What follows belongs to an exercise in optimizing a design on an open flow for a short achievable clock period; a production flow would make more cautious choices. For this run, only the layout was checked, not whether the RTL still works. No activity file was given, so power comes from the tool's default toggle rates.

File: run.sh
#!/bin/bash
# synth_recipe.tcl (not shown) runs the flow's synth.tcl, then flattens the netlist and writes it again
# the make line also repeats each setting of config.mk as NAME=value (left out here)
make -C /OpenROAD-flow-scripts/flow DESIGN_CONFIG=/design/flow/config.mk WORK_HOME=/design/flow/orfs CLKGATE_MAP_FILE= SYNTH_SCRIPT=/design/flow/synth_recipe.tcl finish
File: design.v
module td4_core (
    input  wire       clk,
    input  wire       rst,           
    input  wire       prog_we,
    input  wire [3:0] prog_addr,
    input  wire [7:0] prog_wdata,
    input  wire       start,
    input  wire [4:0] prog_size,     
    input  wire [3:0] in_data,
    output reg        in_rd,
    output reg  [3:0] out_data,
    output reg        out_we,
    output reg        running,
    output reg        halted,
    output reg        aborted,
    output reg  [7:0] err_byte,
    output reg  [3:0] err_pc,
    output reg  [3:0] reg_a,
    output reg  [3:0] reg_b,
    output reg        carry,
    output reg  [4:0] pc
);
    localparam FW = 4;
    localparam WW = 8 + FW;
    function [FW-1:0] predecode(input [7:0] b);
        reg [3:0] o;
        begin
            o = b[7:4];
            predecode = {(o == 4'h2) || (o == 4'h6),
                         (o == 4'h8) || (o == 4'hA) || (o == 4'hC) || (o == 4'hD),
                         (o == 4'hE),
                         (o == 4'hF)};
        end
    endfunction
    reg [WW-1:0] mem [0:15];    
    reg [4:0]    size;
    reg [7:0]    ir;        
    reg [FW-1:0] irf;       
    reg [15:0]   pc_oh;     
    reg [3:0]    pc1;       
    integer k;
    wire [WW-1:0] w_new = {predecode(prog_wdata), prog_wdata};
    always @(posedge clk) begin
        if (prog_we)
            mem[prog_addr] <= w_new;
    end
    wire [3:0] op  = ir[7:4];
    wire [3:0] imm = ir[3:0];
    wire f_jmp   = irf[0];
    wire f_jnc   = irf[1];
    wire illegal = irf[2];
    wire take = f_jmp || (f_jnc && !carry);    
    wire stay = f_jnc && carry;                
    wire inc  = !take && !stay;                
    wire [4:0] pc_inc = pc + 5'd1;
    wire [4:0] pc_tgt = {1'b0, imm};
    wire h_inc  = (pc_inc >= size);
    wire h_tgt  = (pc_tgt >= size);
    wire h_stay = (pc >= size);
    wire h_next = take ? h_tgt : (stay ? h_stay : h_inc);
    wire [4:0] next_pc = take ? pc_tgt : (stay ? pc : pc_inc);
    reg [15:0] imm_oh;
    always @(*) begin
        for (k = 0; k < 16; k = k + 1)
            imm_oh[k] = (imm == k);
    end
    wire [15:0] oh_inc = {pc_oh[14:0], pc_oh[15]};
    wire [15:0] fa = ({16{take}} & imm_oh) | ({16{stay}} & pc_oh) |
                     ({16{inc}} & oh_inc);
    reg [WW-1:0] w_run;
    always @(*) begin
        w_run = {WW{1'b0}};
        for (k = 0; k < 16; k = k + 1)
            w_run = w_run | ({WW{fa[k]}} & mem[k]);
    end
    wire hit_tgt  = (prog_addr == imm);
    wire hit_stay = (prog_addr == pc[3:0]);
    wire hit_inc  = (prog_addr == pc1);
    wire hit_run  = prog_we && ((take && hit_tgt) || (stay && hit_stay) ||
                                (inc && hit_inc));
    wire [WW-1:0] fetch_run = hit_run ? w_new : w_run;
    wire size_nz = |prog_size;
    wire hit_st  = prog_we && (prog_addr == 4'd0);
    wire [WW-1:0] fetch_st = !size_nz ? {WW{1'b0}} :
                             hit_st   ? w_new : mem[0];
    wire [WW-1:0] fetch = start ? fetch_st : fetch_run;
    wire [3:0] pa = reg_a ^ imm, ga = reg_a & imm;
    wire [3:0] pb = reg_b ^ imm, gb = reg_b & imm;
    wire [4:0] ca, cb;
    assign ca[0] = 1'b0;
    assign ca[1] = ga[0];
    assign ca[2] = ga[1] | (pa[1] & ga[0]);
    assign ca[3] = ga[2] | (pa[2] & ga[1]) | (pa[2] & pa[1] & ga[0]);
    assign ca[4] = ga[3] | (pa[3] & ga[2]) | (pa[3] & pa[2] & ga[1]) |
                   (pa[3] & pa[2] & pa[1] & ga[0]);
    assign cb[0] = 1'b0;
    assign cb[1] = gb[0];
    assign cb[2] = gb[1] | (pb[1] & gb[0]);
    assign cb[3] = gb[2] | (pb[2] & gb[1]) | (pb[2] & pb[1] & gb[0]);
    assign cb[4] = gb[3] | (pb[3] & gb[2]) | (pb[3] & pb[2] & gb[1]) |
                   (pb[3] & pb[2] & pb[1] & gb[0]);
    wire [3:0] sum_a = pa ^ ca[3:0];
    wire [3:0] sum_b = pb ^ cb[3:0];
    reg [3:0] next_a;
    reg [3:0] next_b;
    reg       next_c;
    reg       do_out;
    reg [3:0] out_val;
    always @(*) begin
        next_a  = reg_a;
        next_b  = reg_b;
        next_c  = 1'b0;
        do_out  = 1'b0;
        out_val = out_data;
        case (op)
            4'h3: next_a = imm;
            4'h7: next_b = imm;
            4'h4: next_b = reg_a;
            4'h1: next_a = reg_b;
            4'h0: begin
                next_a = sum_a;
                next_c = ca[4];
            end
            4'h5: begin
                next_b = sum_b;
                next_c = cb[4];
            end
            4'h2: next_a = in_data;
            4'h6: next_b = in_data;
            4'h9: begin
                do_out  = 1'b1;
                out_val = reg_b;
            end
            4'hB: begin
                do_out  = 1'b1;
                out_val = imm;
            end
            default: ;
        endcase
    end
    reg run_next;
    always @(*) begin
        if (rst)
            run_next = 1'b0;
        else if (start)
            run_next = 1'b1;
        else
            run_next = running && !illegal && !h_next;
    end
    always @(posedge clk) begin
        running <= run_next;
        in_rd   <= run_next && fetch[8+3];
        if (rst) begin
            halted   <= 1'b0;
            aborted  <= 1'b0;
            size     <= 5'd0;
            reg_a    <= 4'd0;
            reg_b    <= 4'd0;
            carry    <= 1'b0;
            pc       <= 5'd0;
            out_data <= 4'd0;
            out_we   <= 1'b0;
            err_byte <= 8'd0;
            err_pc   <= 4'd0;
        end else if (start) begin
            halted   <= 1'b0;
            aborted  <= 1'b0;
            size     <= prog_size;
            reg_a    <= 4'd0;
            reg_b    <= 4'd0;
            carry    <= 1'b0;
            pc       <= 5'd0;
            out_we   <= 1'b0;
            err_byte <= 8'd0;
            err_pc   <= 4'd0;
        end else if (running) begin
            if (illegal) begin
                aborted  <= 1'b1;
                err_byte <= ir;
                err_pc   <= pc[3:0];
                out_we   <= 1'b0;
            end else begin
                reg_a    <= next_a;
                reg_b    <= next_b;
                carry    <= next_c;
                pc       <= next_pc;
                out_data <= out_val;
                out_we   <= do_out;
                if (h_next)
                    halted <= 1'b1;
            end
        end else begin
            out_we <= 1'b0;
        end
    end
    always @(posedge clk) begin
        {irf, ir} <= fetch;
        if (start) begin
            pc_oh <= 16'd1;
            pc1   <= 4'd1;
        end else begin
            pc_oh <= fa;
            pc1   <= next_pc[3:0] + 4'd1;
        end
    end
endmodule
File: config.mk
export PLATFORM = sky130hd
export DESIGN_NAME = td4_core
export DESIGN_NICKNAME = td4_core
export VERILOG_FILES = /design/flow/design.v
export SDC_FILE = /design/flow/constraint.sdc
export NUM_CORES = 4
export LEC_CHECK = 0
export ABC_CLOCK_PERIOD_IN_PS = 1500
export CAP_MARGIN = 20
export CORE_MARGIN = 2
export CORE_UTILIZATION = 35
export SETUP_SLACK_MARGIN = 2.5
export SLEW_MARGIN = 20
export TNS_END_PERCENT = 100
File: constraint.sdc
create_clock -name core_clock -period 4.5 [get_ports {clk}]
set_input_delay 0.9000 -clock core_clock [delete_from_list [all_inputs] [get_ports {clk}]]
set_output_delay 0.9000 -clock core_clock [all_outputs]
set_load 0.01 [all_outputs]
==> results.txt <==
-- worst max path at each step --
stage	start	to	slack, ns	cells past startpoint
5_1_grt	irf[1]$_DFF_P_	irf[2]$_DFF_P_	2.07	9
3_3_place_gp	prog_addr[0]	ir[2]$_DFF_P_	1.30	8
2_1_floorplan	prog_addr[3]	ir[2]$_DFF_P_	1.96	8
3_5_place_dp	prog_addr[1]	ir[2]$_DFF_P_	1.23	8
4_1_cts	irf[1]$_DFF_P_	irf[2]$_DFF_P_	2.20	8
6_report	irf[1]$_DFF_P_	irf[0]$_DFF_P_	2.14	9
-- power by group --
part / internal (W) / switching (W) / total [W]
sequential: 0.00275 / 0.000212 / 0.00296
combinational: 0.00117 / 0.00131 / 0.00248
clock: 0.00149 / 0.000934 / 0.00243
-- Yosys cell counts (3+ instances only) --
cell type and count:
xnor2_1 14, a221oi_1 5, nor2_1 50, a21oi_1 35
a221o_1 3, nor2b_1 20, nand2b_1 8, dfxtp_1 71
a211oi_1 5, o2111ai_1 5, buf_6 3, inv_1 18
a22oi_1 90, ha_1 24, nor3_1 6, a22oi_2 3
a21boi_0 3, a21o_1 4, buf_2 14, buf_1 4
a222oi_1 7, nand4_1 17, o22ai_1 4, o211ai_1 3
clkbuf_1 23, mux4_2 8, xor2_1 7, nor4_1 4
o31ai_1 9, or4_1 3, mux2i_1 13, edfxtp_1 192
a211o_1 4, o21ai_1 4, nand3_1 8, nand2_1 77
o21ai_0 12, a22o_1 7
-- per-layer routing --
layer	track usage (%)	vias to the layer above	wire length [um]
met1	26.2	3862	13600
met4	6.57	0	1110
met2	32.0	355	15200
li1	-	3500	-
met3	3.83	73	2590
met5	0	-	0
-- registers in the layout (all words and copies together), names as in the netlist --
register and cells:
irf 3, in_rd 1, pc1 4, size 5, running 1, pc 5, carry 1, mem 192
reg_b 4, halted 1, aborted 1, pc_oh 16, reg_a 4, err_pc 4, out_data 4, out_we 1
ir 8, err_byte 8
-- per-stage QoR --
step | hold slack (ns) | total power (W) | worst slack, ns | std cells | cell area, sq um
finish | 0.452 | 0.00787 | 2.14 | 1398 | 14400
global route | 0.470 | 0.00814 | 2.07 | 1398 | 14400
CTS | 0.457 | 0.00773 | 2.20 | 1387 | 14300
detailed placement | 0.449 | 0.00466 | 1.23 | 1254 | 12100
global placement | 0.444 | 0.00465 | 1.30 | 1254 | 12100
floorplan | 0.460 | 0.00401 | 1.96 | 813 | 11000
-- area by class of cell --
type | count | area [sq um]
multi-input combinational | 490 | 4020
sequential | 263 | 7260
timing repair buffer | 181 | 1610
clock inverter | 11 | 195
tap | 396 | 495
clock buffer | 39 | 781
fill | 2589 | 16100
inverter | 18 | 82.6
-- tightest hold or removal path, delay by kind of cell, from the launching register on --
family | cells | cell delay [ns]
AO/OA/AOI/OAI | 1 | 0.05
AND/OR/NAND/NOR | 1 | 0.05
flip-flops | 1 | 0.30
-- logic make-up after synthesis --
family                     after synthesis
and+or+nand+nor                        206
buffers and inverters                   63
AOI/OAI and AO/OA                      213
xor gates and xnor gates                21
muxes                                   21
adders and majority gates               26
DFF                                    263
-- repair_timing --
item	in CTS	in global routing
setup endpoints to repair	298	94
pin swaps	52	23
setup buffers	78	11
cloned	5	0
resized for setup	317	30
==> summary.txt <==
Clocking
  – CTS tree: done
  – # clock sinks: ~260
  – Clock buffer depth: 3
  – Root buffer cell: clkbuf_16
  – Cts hold-fix bufs: 0
  – Num CTS Buffers: 27
  – Clk latency of the worst-skew pair: 0.55 ns
  – Clock-pin slew on the worst setup and hold paths: 0.06 ns
  – H-tree levels: 1

Floorplan
  – Die X: 180 um
  – Initial core utilization: 35.5%
  – I/O pins: 60
  – DIE AREA: 0.0323 sq mm
  – Die Ht: 180 um
  – Rows: 64
  – Core Footprint: between 0.03 and 0.04 sq mm

Setup path
  – RR Startpoint: irf[1]$_DFF_P_
  – Largest fanout on the critical path: 7
  – Cell family with most CP delay: simple AND/OR/NAND/NOR gates
  – Req. time, crit path: just under 5 ns
  – Worst R2R Path Depth: 9
  – Critical-path top delay cell: or4_4
  – Worst path arrival time: 2.79 ns
  – R2R Setup Slk: about 2.1 ns
  – Worst setup path category: flip-flop to flip-flop
  – CP Capture Type: flip-flop
  – Worst-path cell chain: nor2b_4 -> o211ai_1 -> buf_4 -> buf_6 -> o21ai_4 -> a22oi_2 -> nand2_1 -> or4_4 -> a221o_1
  – RR Endpoint: irf[0]$_DFF_P_
  – Critical path launch point type: flip-flop
  – WP buf/inv: 2
  – Critical Path Max Stage Delay: 0.55 ns

Yosys
  – Number of distinct library cells after synthesis: 58
  – Gate Count Post-Synth: roughly 810
  – Synth top area cells: edfxtp_1 53%, dfxtp_1 13%, a22oi_1 6.2%
  – Adder-Cell Fraction of Synth Area: 3.14%
  – Post-synth top flop: edfxtp_1
  – Yosys reg bits: 263
  – Post-synth top area share: 53.3%
  – Synth Area in Simple Gates: 8.98%
  – Net Count, Synth: roughly 860
  – Post-Synth XOR/XNOR Area: about 1.7%
  – Synth Area in Compound Gates: 14.3%
  – Synth warn: 1
  – Cell taking the most area after synthesis: edfxtp_1
  – Mapped Area: about 0.011 sq mm
  – Avg Inst Size Synth: about 13 sq um
  – Async SR Flop Fraction: 0%
  – Post-synth EDFFs: about 190
  – Largest family of logic cells by synthesized area: compound AO/OA/AOI/OAI gates
  – Register area share after synthesis: 66.4%
  – Post-synthesis mux area share: between 2 and 3%

GRT
  – First-pass GRT wire length: between 40 and 50 mm
  – Largest net degree at the start of global routing: 29
  – GRT Total Usage: 19.6%
  – Total grt overflow: 0
  – Initial antenna violation count: 0
  – Vias in the first global route: 7764

Hold path
  – Worst Hold Class: flip-flop to flip-flop
  – WHS Endpoint: err_pc[1]$_SDFFE_PP0P_
  – Hold Path Stages: 2
  – HP Start: err_pc[1]$_SDFFE_PP0P_

Route
  – Vias per inst: 5.57
  – Routed Antenna Nets: 0
  – Vias: 7790
  – Drt wl/cell: 23.3 um
  – Remaining DRCs: 0
  – Initial DRC Count: roughly 780
  – Total iterations of the first detailed-routing run: 5
  – Final WL: 32.5 mm

Finish
  – Core Util, Final: between 40 and 50%
  – Nets: 1032
  – Share of cells above drive strength 1: 34.6%
  – Ant diodes: 0
  – Layout area overhead: 33.3%
  – Most frequent cells in the layout: 192 x edfxtp_1, 84 x buf_4, 73 x nand2_1
  – Most common cell after layout, fill and taps aside: edfxtp_1

Placement
  – IO Port Bufs: 59
  – Placer Congestion: slightly above 0.8
  – Placed wire-length estimate: 18.8 mm

Timing
  – Final setup vio count: 0
  – Final Hold Vio Count: 0
  – Clock skew: 0.0222 ns
  – TNS Setup: 0 ns
  – Max Clk Rate: 424 MHz
  – Worst-Margin Slew: 0.718 ns
  – Slew headroom: 52.1%
  – RSZ-0062 raised after global routing: yes
  – Period Utilization, post-route: between 50 and 60%
  – Slew Limit Fails: 0
  – Crit path time final: 2.36 ns

Pwr
  – Peak VDD IR: 0.366 mV
  – Leakage power: 5.02 nW
  – PwrDens: 545 mW/mm^2

Status
  – Status: no timing/DRC/antenna violations

Job
  – Max-Cap Viols: 0

==> port drivers added, routing unchanged <==
No port has a modelled driver above. Below, the same layout with a new extraction and two added sets of constraints. Step 1: set_driving_cell puts a clkbuf_16 on clk and a buf_2 on each other input, an assumption about the parent block. Step 2 times the ports against the registers' clock, not the clock port: input delays grow and output delays shrink by t, the midpoint of the rising clock arrivals with the driver on. Three values: no drivers, after step 1, after step 2; two values: the first two.
shift t [ns]: 0.591
setup WS [ns]: 2.140 / 2.140 / 1.743
worst register clock-pin slew, ns: 0.07 / 0.07
After both steps setup and hold are still met in this run. For this run, drivers alone change the setup slack by 0.000 ns; drivers and shift together by -0.397 ns.
